This design comes from an exercise in tuning for small area and few clock cycles on the open sky130 flow, not from production work.
In this exercise RTL edits were held to simulation tests only and were not proved equivalent to the original.
Power figures rest on the tool's default switching activity, not on a simulated workload.

== build 63 ==
// i2cc_top
module i2cc_top (
    input  wire        clk,
    input  wire        rst,
    input  wire        host_req,
    input  wire        host_we,
    input  wire [10:0] host_addr,
    input  wire [31:0] host_wdata,
    output reg  [31:0] host_rdata,
    output reg         host_err,
    output wire        irq,
    output wire        bus_req,
    output reg  [2:0]  bus_act,
    output reg  [7:0]  bus_data,
    input  wire        bus_done,
    input  wire [1:0]  bus_resp,
    input  wire        bus_rx_valid,
    input  wire [7:0]  bus_rx_data
);
Size in the first run: ~5900 cells after synthesis, ~2300 flip-flops, about 110 I/O pins, ~90000 µm² of cells after synthesis.
Settings: LEC_CHECK=0, CAP_MARGIN=30, CORE_MARGIN=2, CORE_UTILIZATION=50, PLACE_DENSITY=0.7, SETUP_SLACK_MARGIN=0.2, SLEW_MARGIN=30; clock period 10.0 ns.
standard.sh (not shown) runs the stock make flow with config.mk's settings and CLKGATE_MAP_FILE= SYNTH_SCRIPT=/design/flow/synth_recipe.tcl, a recipe that flattens the netlist after the stock synthesis.
==> flow/flow/run.sh <==
#!/bin/bash
set -euo pipefail
HERE=$(pwd)
python3 - "$HERE" <<'PY'
import sys, re, os, shlex
here = sys.argv[1]
flow_home = os.environ["FLOW_HOME"]
# ORFS's synth.tcl with its abc call given our script
s = open(os.path.join(flow_home, "scripts", "synth.tcl")).read()
old = "log_cmd abc {*}$abc_args"
assert s.count(old) == 1, "abc call not found in synth.tcl"
s = s.replace(old, "log_cmd abc -script %s/flow/abc.script {*}[lrange $abc_args 2 end]" % here)
open(os.path.join(here, "synth_abc.tcl"), "w").write(s)
# The standard flow's synthesis script, sourcing that copy
b = open(os.path.join(here, "synth_recipe.tcl")).read()
old = "source $::env(SCRIPTS_DIR)/synth.tcl"
assert b.count(old) == 1, "synth.tcl not sourced by synth_recipe.tcl"
open(os.path.join(here, "own_synth.tcl"), "w").write(b.replace(old, "source %s/synth_abc.tcl" % here))
# standard.sh with that synthesis script and our placement and CTS settings
t = open(os.path.join(here, "standard.sh")).read()
args = " ".join(open(os.path.join(here, "flow", "cts_args.txt")).read().split())
extra = " ".join(shlex.quote(x) for x in [
    "SYNTH_SCRIPT=%s/own_synth.tcl" % here,
    "CTS_ARGS=" + args,
    "POST_GLOBAL_PLACE_TCL=%s/flow/post_gp.tcl" % here])
t2, n = re.subn(r"SYNTH_SCRIPT=\S+", lambda m: extra, t)
assert n == 1, "SYNTH_SCRIPT not found in standard.sh"
open(os.path.join(here, "own_standard.sh"), "w").write(t2)
PY
bash own_standard.sh synth > synth.log 2>&1
bash own_standard.sh > layout.log 2>&1
==> flow/flow/abc.script <==
strash
&get -n
&st
&deepsyn -T 60
&dch -f
&nf
&put
==> flow/flow/cts_args.txt <==
-sink_clustering_enable -repair_clock_nets -sink_clustering_size 20 -sink_clustering_max_diameter 80 -buf_list sky130_fd_sc_hd__clkbuf_16 -dont_use_dummy_load
==> flow/flow/post_gp.tcl <==
# After timing-driven global placement: drop the buffers it added (and the
# port buffers), then buffer the ports again. The later repair steps add back
# the buffers that slew, capacitance and timing need.
remove_buffers
buffer_ports
Build 63: no failed stages, no open violations at the end
Testbench counts of build 63, summed over its fixed seeds: cycles 107,415.
Modified inputs, build 37 compared to build 63
- swapping 30 for 20 in CAP_MARGIN
- swapping 30 for 20 in SLEW_MARGIN
- putting GPL_TIMING_DRIVEN at 0 where nothing was set
- swapping 0.2 for 0.1 in SETUP_SLACK_MARGIN
==> flow/flow/run.sh <==
#!/bin/bash
set -euo pipefail
HERE=$(pwd)
python3 - "$HERE" <<'PY'
import sys, re, os, shlex
here = sys.argv[1]
flow_home = os.environ["FLOW_HOME"]
# ORFS's synth.tcl with its abc call given our script
s = open(os.path.join(flow_home, "scripts", "synth.tcl")).read()
old = "log_cmd abc {*}$abc_args"
assert s.count(old) == 1, "abc call not found in synth.tcl"
s = s.replace(old, "log_cmd abc -script %s/flow/abc.script {*}[lrange $abc_args 2 end]" % here)
open(os.path.join(here, "synth_abc.tcl"), "w").write(s)
# The standard flow's synthesis script, sourcing that copy
b = open(os.path.join(here, "synth_recipe.tcl")).read()
old = "source $::env(SCRIPTS_DIR)/synth.tcl"
assert b.count(old) == 1, "synth.tcl not sourced by synth_recipe.tcl"
open(os.path.join(here, "own_synth.tcl"), "w").write(b.replace(old, "source %s/synth_abc.tcl" % here))
# standard.sh, with that synthesis script
t = open(os.path.join(here, "standard.sh")).read()
t2, n = re.subn(r"SYNTH_SCRIPT=\S+", "SYNTH_SCRIPT=%s/own_synth.tcl" % here, t)
assert n == 1, "SYNTH_SCRIPT not found in standard.sh"
open(os.path.join(here, "own_standard.sh"), "w").write(t2)
# standard.sh, with our clock tree synthesis arguments
args = " ".join(open(os.path.join(here, "flow", "cts_args.txt")).read().split())
t3, n = re.subn(r"SYNTH_SCRIPT=\S+", lambda m: m.group(0) + " " + shlex.quote("CTS_ARGS=" + args), t)
assert n == 1
open(os.path.join(here, "cts_standard.sh"), "w").write(t3)
PY
bash own_standard.sh synth > synth.log 2>&1
bash standard.sh place > place.log 2>&1
bash cts_standard.sh cts > cts.log 2>&1
bash standard.sh > route.log 2>&1
removed: flow/flow/post_gp.tcl
--- outcome ---
- To summarise build 37: no stage aborted, but the layout did not pass its checks, failing on negative setup slack.
- Cells: build 37 has more instances than build 63
- Register-to-register slack ends up higher on build 63.
- The total power consumption of the routed design in build 37 was lower than what build 63 gave.
- Changes observed in build 37 relative to build 63: final cycle utilization of the critical path went up by 3.2 points, worst stage delay on the critical path climbed 0.17 ns.
- The most utilized layer in the global route result comes out met1 in one run and met2 in the other, namely in build 63 and build 37 respectively.
- The cell area number comes out lower for build 37 vs build 63.
- Build 63 has higher final routed wire length divided by cell count than build 37.
The inputs of build 64 differ from those of build 37 as listed below.
- clearing GPL_TIMING_DRIVEN, which used to be 0
- swapping 20 for 30 in SLEW_MARGIN
- swapping 20 for 30 in CAP_MARGIN
- swapping 50 for 60 in CORE_UTILIZATION
- swapping 0.1 for 0.2 in SETUP_SLACK_MARGIN
- swapping 0.7 for 0.8 in PLACE_DENSITY
==> results.txt <==
Every stage of the flow completed for build 64, and the final layout passed the timing, DRC and antenna checks.
There was hardly any difference in combinational group power between build 37 and build 64.
On build 64: cell count after placement is 3.7% lower than what build 37 gave.
Build 64: clock group share of total power is 0.2 points higher than what build 37 reported.
Sort build 37 and build 64 by setup slack after placement, descending, and build 64 comes first.
Clock distribution area overhead in the final layout essentially unchanged between build 64 and build 37.
Diff build 64..build 37 | layout sequential cell count | unchanged
Going from build 37 to build 64, worst-skew pair later-pin latency comparable; clock tree buffer count of the final layout moved down.
Build 37 has a lower count of non-CTS buffers in the layout than build 64.
In terms of register share of total power, build 64 and build 37 differ only marginally.
The inputs of build 42 differ from those of build 64 as listed below.
- PLACE_DENSITY changed from 0.8 to 0.7
- CORE_UTILIZATION changed from 60 to 50
==> flow/flow/cts_args.txt <==
-sink_clustering_enable -repair_clock_nets -sink_clustering_size 25 -sink_clustering_max_diameter 60 -buf_list sky130_fd_sc_hd__clkbuf_16 -dont_use_dummy_load
==> results.txt <==
Each of the runs, namely build 42 and build 64, reached the end of the flow and came out clean.
Re final worst-path cycle share: build 64 was lower than build 42.
Worst setup slack, build 42 and build 64: higher on build 64
Post-placement setup slack down 0.38 ns in build 42 wrt build 64
Diff build 64 -> build 42 | final design area excluding fillers | increase of 1.7%
Fraction of cell area in non-clock buffers | build 42 above build 64
In the reports for build 42 and build 64, the smaller fraction of power consumed by the clock network belongs to build 64.
From build 64 to build 42 the numbers moved as follows: via count -2.4%, relative area change from synthesis to final layout went up 1.9 points, proportion of cell area occupied by multi-input gates fell 0.39 points.
Sequential share of layout area for build 42: 1.1 points down relative to build 64
### build 42 -> build 91
==> flow/flow/cts_args.txt <==
-sink_clustering_enable -repair_clock_nets -sink_clustering_size 30 -sink_clustering_max_diameter 70 -buf_list sky130_fd_sc_hd__clkbuf_16 -dont_use_dummy_load
==> results.txt <==
When build 91 is set beside build 42, its setup slack turns out to be 0.19 ns smaller. In build 91, final layout net count is lower than in build 42. Going from build 42 to build 91, hold slack grows by 0.017 ns. Compared with build 42, layout buffer count excluding clock buffers in build 91 increased by a little under 10%. Compared with build 42, build 91 shows a area after synthesis that is 1000 µm² lower. Between build 91 and build 42, it is build 91 whose synthesized area per cell is higher, by about 5%. Summary — final wirelength, build 91 relative to build 42: higher, by 7.8%. Build 91 vs. build 42: largest incremental delay on the critical path lower; global-route wire length before repair up 5.8%.
Changes in build 82 relative to build 91:
==> flow/flow/abc.script <==
strash
&get -n
&st
&deepsyn -T 60
&put
dch -f
amap
==> flow/flow/cts_args.txt <==
-sink_clustering_enable -repair_clock_nets -sink_clustering_size 20 -sink_clustering_max_diameter 80 -buf_list sky130_fd_sc_hd__clkbuf_16 -dont_use_dummy_load
==> results.txt <==
Floorplan core area of build 91 is on par with build 82.
Clock edge transition at the registers on the reported setup and hold paths: build 91 vs build 82 — no meaningful difference
Of build 91 and build 82, build 91 shows the lower proportion of power drawn by the clock network, with build 82 above it.
Sort build 91 and build 82 by total length of routed wires, ascending, and build 91 comes first.
Build 91 and build 82 ended up with nearly the same die area.
Against build 91, total number of vias in build 82 came out worse.
Between build 91 and build 82, the difference in final cycle utilization of the critical path is negligible.
Build 91 has a lower met1 routed wirelength after detailed routing than build 82.
Number of buffers and inverters on the critical path is higher on build 82

[separate check: timing with driven ports]
How much do the figures lean on ideal ports? The routed layouts below were timed once more, with nothing changed but the port constraints. Step 1, drivers: a clkbuf_16 drives clk and a buf_2 each remaining input, both assumed. Step 2 adds t to the input delays and takes it off the output delays; t is the mean of the earliest and latest rising clock arrival at the registers after step 1. Input paths then give back, and output paths get back, about the clock's delay inside the block. Slacks: ideal / step 1 / step 2; pairs: ideal / step 1.
| run | t (ns) | slack for setup (ns) | worst setup path after step 2 | latest minus earliest clock arrival (ns) | worst register clock-pin slew, ns |
|---|---|---|---|---|---|
| build 63 | 0.901 | 0.175 / 0.229 / -0.672 | input to register | 0.130 / 0.129 | 0.09 / 0.09 |
| build 37 | 0.887 | -0.148 / -0.091 / -0.979 | input to register | 0.109 / 0.109 | 0.09 / 0.09 |
| build 64 | 0.872 | 0.863 / 0.863 / 0.227 | input to register | 0.132 / 0.132 | 0.10 / 0.10 |
| build 42 | 0.909 | 0.737 / 0.797 / -0.112 | input to register | 0.123 / 0.123 | 0.10 / 0.10 |
| build 91 | 0.907 | 0.543 / 0.610 / -0.297 | input to register | 0.108 / 0.107 | 0.11 / 0.11 |
| build 82 | 0.915 | 0.547 / 0.627 / -0.288 | input to register | 0.096 / 0.096 | 0.09 / 0.09 |
Met with ideal ports but missed after step 2: setup timing in build 63, build 42, build 91 and build 82. The setup slack of build 42, which loses most, moves by +0.060 ns with the drivers and by -0.849 ns with both steps.
